This design comes from an exercise in tuning for a short achievable clock period on the open sky130 flow, not from production work.
No driver is modelled on the clock port, so clock power and skew are understated where the tree is cut down; a real chip needs a root buffer or a tree.
Power figures rest on the tool's default switching activity, not on a simulated workload.

==> inputs of umber <==
==> flow/design.v (excerpt) <==
module ts0710_codec (
    input  wire        clk,
    input  wire        rst,           
    input  wire        compat,        
    input  wire        stat_clr,      
    input  wire        rx_valid,
    input  wire [7:0]  rx_data,
    input  wire        rx_flush,      
    output wire        rx_code_valid,
    output wire [3:0]  rx_code,
    output wire [7:0]  frm_addr,
    output wire [7:0]  frm_ctrl,
    output wire [15:0] frm_len,
    output wire [7:0]  frm_fcs,
    output wire        pay_valid,
    output wire [7:0]  pay_data,
    output wire        in_frame,
    output wire [15:0] acc_len,
    input  wire        tx_start,
    input  wire [7:0]  tx_addr,
    input  wire [7:0]  tx_ctrl,
    input  wire [15:0] tx_len,
    output wire        tx_ready,
    input  wire        tx_pl_valid,
    input  wire [7:0]  tx_pl_data,
    output wire        tx_pl_ready,
    output wire        tx_valid,
    output wire [7:0]  tx_data,
    output reg  [31:0] cnt_ok,
    output reg  [31:0] cnt_framing,
    output reg  [31:0] cnt_checksum,
    output reg  [31:0] cnt_overflow,
  ...
clock: 5.5 ns
lec_check: 0
abc_clock_period_in_ps: 1800
cap_margin: 20
core_margin: 2
core_utilization: 40
setup_slack_margin: 3.6
slew_margin: 20
synth_hierarchical: 1
synth_minimum_keep_size: 0
tns_end_percent: 100
standard.sh (not shown) runs the stock make flow with config.mk's settings and CLKGATE_MAP_FILE= SYNTH_SCRIPT=/design/flow/synth_recipe.tcl, a recipe that flattens the netlist after the stock synthesis.
==> flow/flow/run.sh <==
#!/bin/bash
# Layout flow: the standard ORFS flow, with the clock tree built by
# flow/cts_tree.tcl (a balanced two-stage buffer tree) in place of TritonCTS.
set -euo pipefail
here=$(pwd)
export PRE_CTS_TCL="$here/flow/cts_tree.tcl"
bash standard.sh > "$here/standard_flow.log" 2>&1
Other scripts of this flow, unchanged in this note and not shown: flow/flow/cts_tree.tcl
==> zinc (differences from umber) <==
--- a/flow/design.v
+++ b/flow/design.v
@@ -47,25 +47,28 @@
                      C_FRAME_BAD    = 4'd5,
                      C_FRAME_CSUM   = 4'd6,
                      C_OVF_DROPPED  = 4'd7,
                      C_OVF_RESTART  = 4'd8;
     reg         nf;          
     reg  [15:1] accp1_hi;    
     reg         accp1_lo;    
     wire [15:0] accp1 = {accp1_hi, accp1_lo};
+    reg         lof;         
     reg         at_cap;      
     reg         is1;         
     reg         ph1;         
     reg         ph2;         
     reg         ph3;         
     reg         ph4;         
     reg         post;        
     reg  [14:0] rem;         
-    reg         remnz;       
+    reg         loz;         
+    reg         hiz;         
+    wire        remnz = ~(loz & hiz);
     reg         ge;          
     reg         ex;          
     reg  [7:0]  addr_r;      
     reg  [7:0]  ctrl_r;      
     reg  [7:0]  len0_r;      
     reg  [14:0] len_r;       
     reg  [7:0]  prev1;       
     reg  [7:0]  prev2;       
@@ -75,102 +78,124 @@
     wire        ctrl_ua   = ((ctrl_r & 8'hEF) == 8'h63);
     wire        quirk_len = post & (len0_r == 8'hFF);
     wire        std_pay   = post & ~ge & remnz;
     wire        qrk_pay   = (rem[6:1] != 6'h3F);    
     wire        pay_here  = quirk_len ? qrk_pay : std_pay;
     wire        covered   = ~post | (std_pay & ~ctrl_uih);
     wire        live      = ~nf & ~at_cap;          
     wire        kill      = is1 | ge;               
-    wire        rem_is1   = (rem == 15'd1);
+    wire        rem_is1   = (rem[3:0] == 4'd1) & hiz;
     wire [7:0]  crc_fold;
     ts0710_crc_step u_crc (.crc_in(crc_r), .data(prev1), .crc_out(crc_fold));
     wire        fcs_match = ((~crc_r) == prev1);
     wire [3:0]  cmpl_code_c0 = ~ex ? C_FRAME_BAD : (fcs_match ? C_FRAME_OK : C_FRAME_CSUM);
     wire [3:0]  cmpl_code_c1 = quirk_len ? C_FRAME_OK :
                                (~ex ? C_FRAME_BAD :
                                 ((fcs_match | ctrl_ua) ? C_FRAME_OK : C_FRAME_CSUM));
     wire [3:0]  code_live_flag = is1 ? C_COLLAPSED : C_APPENDED;
     wire [15:0] accp2;       
     wire [14:0] rem_m1;      
     genvar gi;
     generate
         for (gi = 0; gi < 16; gi = gi + 1) begin : g_inc
             if (gi == 0) begin : g0
                 assign accp2[0] = ~accp1[0];
-            end else begin : gn
+            end else if (gi < 4) begin : gl
                 assign accp2[gi] = accp1[gi] ^ (&accp1[gi-1:0]);
+            end else if (gi == 4) begin : g4
+                assign accp2[4] = accp1[4] ^ lof;
+            end else begin : gh
+                assign accp2[gi] = accp1[gi] ^ (lof & (&accp1[gi-1:4]));
             end
         end
         for (gi = 0; gi < 15; gi = gi + 1) begin : g_dec
             if (gi == 0) begin : g0
                 assign rem_m1[0] = ~rem[0];
-            end else begin : gn
+            end else if (gi < 4) begin : gl
                 assign rem_m1[gi] = rem[gi] ^ ~(|rem[gi-1:0]);
+            end else if (gi == 4) begin : g4
+                assign rem_m1[4] = rem[4] ^ loz;
+            end else begin : gh
+                assign rem_m1[gi] = rem[gi] ^ (loz & ~(|rem[gi-1:4]));
             end
         end
     endgenerate
     wire        accp1_cap = (accp1 == ACC_CAP);
     wire [15:0] accm5;
     assign accm5[0] = accp1[0];
     assign accm5[1] = ~accp1[1];
     assign accm5[2] = accp1[2] ^ accp1[1];
     assign accm5[3] = ~(accp1[3] ^ (accp1[1] & accp1[2]));
     generate
         for (gi = 4; gi < 16; gi = gi + 1) begin : g_m6
             assign accm5[gi] = ~(accp1[gi] ^ ((|accp1[gi-1:3]) | (accp1[1] & accp1[2])));
         end
     endgenerate
-    wire        is_flag = (rx_data == FLAG);
     wire        idle    = ~live | flush;
     wire        ovf     = at_cap & ~nf & ~flush;
-    wire        qrk_ok   = compat & quirk_len;
-    wire        sum_ok   = fcs_match | (compat & ctrl_ua);
-    wire        ok_c     = qrk_ok | (ex & sum_ok);
-    wire        bad_c    = ~qrk_ok & ~ex;
-    wire        csum_c   = ~qrk_ok & ex & ~sum_ok;
     wire        cmpl_c   = ~rst & rx_valid & ~idle & ge;
-    wire [3:0]  cmpl_code = compat ? cmpl_code_c1 : cmpl_code_c0;
     wire        adv      = post & ~ge & ~remnz;     
+    wire [6:0]  flg_c1, flg_c0, flg;
+    genvar cp;
+    generate
+        for (cp = 0; cp < 2; cp = cp + 1) begin : g_cp
+            wire       c      = (cp == 1);
+            wire       qrk_ok = c & quirk_len;
+            wire       sum_ok = fcs_match | (c & ctrl_ua);
+            wire       ok_c   = qrk_ok | (ex & sum_ok);
+            wire       bad_c  = ~qrk_ok & ~ex;
+            wire       csum_c = ~qrk_ok & ex & ~sum_ok;
+            wire [3:0] c_n    = idle ? (ovf ? C_OVF_RESTART : C_STARTED)
+                                     : (ge ? (c ? cmpl_code_c1 : cmpl_code_c0) : code_live_flag);
+            wire [6:0] v      = {c_n, cmpl_c & ok_c, cmpl_c & bad_c, cmpl_c & csum_c};
+            if (cp == 1) begin : g1
+                assign flg_c1 = v;
+            end else begin : g0
+                assign flg_c0 = v;
+            end
+        end
+    endgenerate
+    ts0710_fsel #(.W(7)) u_csel (.s(compat), .a(flg_c1), .b(flg_c0), .y(flg));
     localparam NXW = 33;
     wire [NXW-1:0] nx_f1, nx_f0, nx;
     genvar fl;
     generate
         for (fl = 0; fl < 2; fl = fl + 1) begin : g_nx
             wire        f     = (fl == 1);
             wire        start = rx_valid & idle & f;
-            wire [3:0]  c_n   = idle ? (f ? (ovf ? C_OVF_RESTART : C_STARTED)
-                                          : (ovf ? C_OVF_DROPPED : C_DROPPED))
-                                     : (~f ? C_APPENDED : (ge ? cmpl_code : code_live_flag));
+            wire [6:0]  nfl   = {idle ? (ovf ? C_OVF_DROPPED : C_DROPPED) : C_APPENDED, 3'b000};
             wire        in_n  = ~rst & (rx_valid ? (idle ? f : ~(f & ge)) : (~flush & ~nf));
             wire [15:0] al_n  = rst ? 16'd0 :
                                 rx_valid ? (idle ? {15'd0, f} :
                                             ((f & kill) ? {15'd0, is1} : accp1))
                                          : (flush ? 16'd0 : acc_len);
             wire        a0_n  = rx_valid ? (idle ? 1'b0 : (is1 ? ~f : accp2[0])) : accp1[0];
             wire        is1_n = rx_valid ? (f & (idle | is1)) : is1;
             wire        ph1_n = start | (~rx_valid & ph1) | (rx_valid & ~idle & ph1 & f);
             wire        ph2_n = ~start & (rx_valid ? (ph1 & ~f) : ph2);
             wire        ph3_n = ~start & (rx_valid ? ph2 : ph3);
             wire        ph4_n = ~start & (rx_valid ? (ph3 & ~rx_data[0]) : ph4);
             wire        pst_n = ~start & (rx_valid ? (post | ph4 | (ph3 & rx_data[0])) : post);
             wire        ge_n  = ~start & (rx_valid ? (ge | adv) : ge);
             wire        ex_n  = ~start & (rx_valid ? (adv | (ex & ~ge)) : ex);
-            wire [NXW-1:0] v  = {c_n,
-                                 cmpl_c & f & ok_c, cmpl_c & f & bad_c, cmpl_c & f & csum_c,
+            wire [NXW-1:0] v  = {f ? flg : nfl,
                                  in_n, al_n, a0_n, is1_n,
                                  ph1_n, ph2_n, ph3_n, ph4_n, pst_n, ge_n, ex_n};
             if (fl == 1) begin : g1
                 assign nx_f1 = v;
             end else begin : g0
                 assign nx_f0 = v;
             end
         end
     endgenerate
-    ts0710_fsel #(.W(NXW)) u_fsel (.s(is_flag), .a(nx_f1), .b(nx_f0), .y(nx));
+    ts0710_flagsel #(.W(8)) u_fsel3 (.d(rx_data), .a(nx_f1[32:25]), .b(nx_f0[32:25]), .y(nx[32:25]));
+    ts0710_flagsel #(.W(8)) u_fsel2 (.d(rx_data), .a(nx_f1[24:17]), .b(nx_f0[24:17]), .y(nx[24:17]));
+    ts0710_flagsel #(.W(8)) u_fsel1 (.d(rx_data), .a(nx_f1[16:9]),  .b(nx_f0[16:9]),  .y(nx[16:9]));
+    ts0710_flagsel #(.W(9)) u_fsel0 (.d(rx_data), .a(nx_f1[8:0]),   .b(nx_f0[8:0]),   .y(nx[8:0]));
     always @(posedge clk) begin
         {code, ev_ok, ev_bad, ev_csum, in_frame, acc_len} <= nx[32:9];
         nf       <= ~nx[25];
         accp1_lo <= nx[8];
         {is1, ph1, ph2, ph3, ph4, post, ge, ex} <= nx[7:0];
     end
     always @(posedge clk) begin
         if (rst) begin
@@ -183,36 +208,40 @@
             ev_ovf     <= rx_valid & ovf;
         end
     end
     always @(posedge clk) begin
         pay_data <= quirk_len ? prev2 : rx_data;
         frm_len  <= (compat & quirk_len) ? accm5 : {1'b0, len_r};
         if (rx_valid) begin
             accp1_hi <= idle ? 15'd1 : accp2[15:1];
+            lof      <= ~idle & ~is1 & (accp1[3:0] == 4'hE);
             at_cap      <= ~idle & accp1_cap;
         end
         if (ph1) addr_r <= rx_data;
         if (ph2) ctrl_r <= rx_data;
         if (ph3) len0_r <= rx_data;
         frm_addr <= addr_r;
         frm_ctrl <= ctrl_r;
         if (ph3)
             len_r <= {8'd0, rx_data[7:1]};
         else if (ph4)
             len_r <= {rx_data, len0_r[7:1]};
         if (ph3) begin
             rem   <= {8'd0, rx_data[7:1]};
-            remnz <= |rx_data[7:1];
+            loz   <= (rx_data[4:1] == 4'd0);
+            hiz   <= (rx_data[7:5] == 3'd0);
         end else if (ph4) begin
             rem   <= {rx_data, len0_r[7:1]};
-            remnz <= |{rx_data, len0_r[7:1]};
+            loz   <= (len0_r[4:1] == 4'd0);
+            hiz   <= ({rx_data, len0_r[7:5]} == 11'd0);
         end else if (rx_valid & std_pay) begin
             rem   <= rem_m1;
-            remnz <= ~rem_is1;
+            loz   <= (rem[3:0] == 4'd1);
+            hiz   <= loz ? (rem[14:4] == 11'd1) : hiz;
         end
         if (rx_valid) begin
             prev1 <= rx_data;
             prev2 <= prev1;
         end
         frm_fcs <= prev1;
         pend <= rx_valid & covered;
         if (ph1)
@@ -226,16 +255,26 @@
 ) (
     input  wire         s,
     input  wire [W-1:0] a,
     input  wire [W-1:0] b,
     output wire [W-1:0] y
 );
     assign y = s ? a : b;
 endmodule
+module ts0710_flagsel #(
+    parameter W = 1
+) (
+    input  wire [7:0]   d,
+    input  wire [W-1:0] a,
+    input  wire [W-1:0] b,
+    output wire [W-1:0] y
+);
+    assign y = (d == 8'hF9) ? a : b;
+endmodule
 module ts0710_tx (
     input  wire        clk,
     input  wire        rst,
     input  wire        tx_start,
     input  wire [7:0]  tx_addr,
     input  wire [7:0]  tx_ctrl,
     input  wire [15:0] tx_len,
     output reg         tx_ready,    
@@ -247,16 +286,17 @@
     output reg         len_err      
 );
     localparam [7:0] FLAG = 8'hF9;
     reg        st_addr, st_ctrl, st_len0, st_len1, st_fcs, st_close;
     reg [7:0]  addr_r;
     reg [7:0]  ctrl_r;
     reg [14:0] len_r;
     reg [14:0] rem;         
+    reg        loz;         
     reg [7:0]  crc_r;       
     reg        idle_n;
     reg        pay_n;
     reg [7:0]  txb_n;
     wire       idle = ~idle_n;
     wire       pay  = ~pay_n;
     wire [7:0] txb  = ~txb_n;
     reg        pend;        
@@ -267,18 +307,22 @@
     wire [7:0] len_b1    = len_r[14:7];
     reg        last;        
     wire [14:0] rem_m1;
     genvar gi;
     generate
         for (gi = 0; gi < 15; gi = gi + 1) begin : g_dec
             if (gi == 0) begin : g0
                 assign rem_m1[0] = ~rem[0];
-            end else begin : gn
+            end else if (gi < 4) begin : gl
                 assign rem_m1[gi] = rem[gi] ^ ~(|rem[gi-1:0]);
+            end else if (gi == 4) begin : g4
+                assign rem_m1[4] = rem[4] ^ loz;
+            end else begin : gh
+                assign rem_m1[gi] = rem[gi] ^ (loz & ~(|rem[gi-1:4]));
             end
         end
     endgenerate
     wire [7:0] crc_fold;
     ts0710_crc_step u_crc (.crc_in(crc_r), .data(txb), .crc_out(crc_fold));
     wire [7:0] crc_cur = pend ? crc_fold : crc_r;
     wire       go   = tx_start & idle & ~tx_len[15];
     wire       take = pay & tx_pl_valid;
@@ -324,18 +368,20 @@
     end
     always @(posedge clk) begin
         last <= take ? (rem == 15'd2) : (rem == 15'd1);
         if (idle) begin
             addr_r <= tx_addr | 8'h01;
             ctrl_r <= tx_ctrl;
             len_r  <= tx_len[14:0];
             rem    <= tx_len[14:0];
+            loz    <= (tx_len[3:0] == 4'd0);
         end else if (take) begin
             rem <= rem_m1;
+            loz <= (rem[3:0] == 4'd1);
         end
         if (idle)
             crc_r <= 8'hFF;
         else if (pend)
             crc_r <= crc_fold;
         pend <= st_addr | st_ctrl | st_len0 | st_len1 | (take & ~ctrl_uih);
         tx_data <= data_n;
         txb_n   <= ~data_n;
@@ -415,20 +461,20 @@
         .len_err     (tx_len_err)
     );
     reg clr_d;
     always @(posedge clk) begin
         if (rst) clr_d <= 1'b0;
         else     clr_d <= stat_clr;
     end
     wire [31:0] ok_next, bad_next, csum_next, ovf_next;
-    ts0710_counter u_cnt_ok   (.clk(clk), .rst(rst), .clr(clr_d), .ev(ev_ok),   .cnt(cnt_ok),       .cnt_next(ok_next));
-    ts0710_counter u_cnt_bad  (.clk(clk), .rst(rst), .clr(clr_d), .ev(ev_bad),  .cnt(cnt_framing),  .cnt_next(bad_next));
-    ts0710_counter u_cnt_csum (.clk(clk), .rst(rst), .clr(clr_d), .ev(ev_csum), .cnt(cnt_checksum), .cnt_next(csum_next));
-    ts0710_counter u_cnt_ovf  (.clk(clk), .rst(rst), .clr(clr_d), .ev(ev_ovf),  .cnt(cnt_overflow), .cnt_next(ovf_next));
+    ts0710_counter u_cnt_ok   (.clk(clk), .rst(rst), .clr(clr_d), .ev(ev_ok),   .cnt_next(ok_next));
+    ts0710_counter u_cnt_bad  (.clk(clk), .rst(rst), .clr(clr_d), .ev(ev_bad),  .cnt_next(bad_next));
+    ts0710_counter u_cnt_csum (.clk(clk), .rst(rst), .clr(clr_d), .ev(ev_csum), .cnt_next(csum_next));
+    ts0710_counter u_cnt_ovf  (.clk(clk), .rst(rst), .clr(clr_d), .ev(ev_ovf),  .cnt_next(ovf_next));
     wire [3:0] err_base = clr_d ? 4'd0 : err_flags;
     always @(posedge clk) begin
         if (rst) begin
             cnt_ok       <= 32'd0;
             cnt_framing  <= 32'd0;
             cnt_checksum <= 32'd0;
             cnt_overflow <= 32'd0;
             err_flags    <= 4'd0;
@@ -441,21 +487,21 @@
         end
     end
 endmodule
 module ts0710_counter (
     input  wire        clk,
     input  wire        rst,
     input  wire        clr,
     input  wire        ev,
-    input  wire [31:0] cnt,
     output wire [31:0] cnt_next
 );
+    reg  [31:0] ncnt;       
     reg  [2:0]  ones;       
-    wire [31:0] base   = clr ? 32'd0 : cnt;
+    wire [31:0] base   = clr ? 32'd0 : ~ncnt;
     wire [2:0]  bones  = clr ? 3'd0 : ones;
     wire [3:0]  inc;
     assign inc[0] = ev;
     assign inc[1] = ev & bones[0];
     assign inc[2] = ev & bones[0] & bones[1];
     assign inc[3] = ev & bones[0] & bones[1] & bones[2];
     genvar b, i;
     generate
@@ -472,12 +518,17 @@
     wire [2:0] ones_next;
     genvar k;
     generate
         for (k = 0; k < 3; k = k + 1) begin : g_ones
             assign ones_next[k] = inc[k] ? (base[8*k+7:8*k] == 8'hFE) : bones[k];
         end
     endgenerate
     always @(posedge clk) begin
-        if (rst) ones <= 3'd0;
-        else     ones <= ones_next;
+        if (rst) begin
+            ones <= 3'd0;
+            ncnt <= 32'hFFFFFFFF;
+        end else begin
+            ones <= ones_next;
+            ncnt <= ~cnt_next;
+        end
     end
 endmodule
==> flow/flow/run.sh (replaced) <==
#!/bin/bash
# Layout flow: the standard ORFS flow, with
#  - the clock tree built by flow/cts_tree.tcl (a balanced two-stage buffer
#    tree) in place of TritonCTS;
#  - the slow wide OR/NOR gates added to the platform's don't-use list, so
#    synthesis and repair map wide ORs to faster NAND/NOR trees.
set -euo pipefail
here=$(pwd)
export PRE_CTS_TCL="$here/flow/cts_tree.tcl"
slow=""
for c in or3_1 or3_2 or3_4 or3b_1 or3b_2 or3b_4 or4_1 or4_2 or4_4 or4b_1 or4b_2 or4b_4 \
         or4bb_1 or4bb_2 or4bb_4 nor4_1 nor4_2 nor4_4 nor4b_1 nor4b_2 nor4b_4 \
         nor4bb_1 nor4bb_2 nor4bb_4 a2111o_1 a2111o_2 a2111o_4 a2111oi_0 a2111oi_1 \
         a2111oi_2 a2111oi_4 o2111a_1 o2111a_2 o2111a_4 o2111ai_1 o2111ai_2 o2111ai_4; do
  slow="$slow sky130_fd_sc_hd__$c"
done
export DONT_USE_CELLS="$slow"
bash standard.sh > "$here/standard_flow.log" 2>&1
==> flow/config.mk (replaced) <==
export PLATFORM = sky130hd
export DESIGN_NAME = ts0710_codec
export DESIGN_NICKNAME = ts0710_codec
export VERILOG_FILES = /design/flow/design.v
export SDC_FILE = /design/flow/constraint.sdc
export NUM_CORES = 4
export LEC_CHECK = 0
export ABC_CLOCK_PERIOD_IN_PS = 1000
export CAP_MARGIN = 20
export CORE_MARGIN = 2
export CORE_UTILIZATION = 40
export SETUP_SLACK_MARGIN = 3.6
export SLEW_MARGIN = 20
export SYNTH_HIERARCHICAL = 1
export SYNTH_MINIMUM_KEEP_SIZE = 0
export TNS_END_PERCENT = 100
==> fjord (differences from umber) <==
--- a/flow/config.mk
+++ b/flow/config.mk
@@ -6,11 +6,9 @@
 export NUM_CORES = 4
 export LEC_CHECK = 0
 export ABC_CLOCK_PERIOD_IN_PS = 1800
 export CAP_MARGIN = 20
 export CORE_MARGIN = 2
 export CORE_UTILIZATION = 40
 export SETUP_SLACK_MARGIN = 3.6
 export SLEW_MARGIN = 20
-export SYNTH_HIERARCHICAL = 1
-export SYNTH_MINIMUM_KEEP_SIZE = 0
 export TNS_END_PERCENT = 100
==> notes <==
Utilization, lowest first: zinc, fjord, umber. Global-route usage, highest first: umber, fjord, zinc. In critical path depth, zinc and umber do not differ. Clock skew: fjord is lower than zinc (0.028 ns). Against zinc, the clock power of fjord is lower by 23%. Between zinc and fjord, the lower maximum frequency is in fjord (gap 3.5%, measured against fjord). Of umber and zinc, zinc has the higher sequential share of layout area (gap 3.2 points). Register-to-register slack: fjord > umber > zinc. Power: fjord < umber < zinc.
No functional check of the RTL was part of any run of this note. In every run of this note, the design's own scripts or RTL, not TritonCTS, make the clock network.

what the ideal ports hide:
The flow's constraints put no driver on any port. The routed layouts listed below were extracted and timed again, unchanged, in two steps.
Step 1 (the two cells are an assumption about what drives the block):
set clk [get_ports {clk}]
set_driving_cell -lib_cell sky130_fd_sc_hd__clkbuf_16 $clk
set_driving_cell -lib_cell sky130_fd_sc_hd__buf_2 [delete_from_list [all_inputs] $clk]
Step 2 also shifts input and output timing later by t, the mid clock arrival at the registers, as if the neighbouring blocks saw the same clock.
a / b / c = no drivers / after step 1 / after step 2; a / b = the first two.
| run | t (ns) | slack for setup (ns) | worst setup path at the end | worst register clock-pin slew, ns |
|---|---|---|---|---|
| umber | 0.454 | 3.343 / 3.345 / 2.898 | input to register | 0.11 / 0.11 |
| zinc | 0.468 | 3.304 / 3.304 / 2.855 | input to register | 0.10 / 0.10 |
| fjord | 0.454 | 3.227 / 3.288 / 2.834 | input to register | 0.11 / 0.11 |
After both steps setup and hold are still met in every run listed. The setup slack of zinc, which loses most, moves by 0.000 ns with the drivers and by -0.449 ns with both steps.
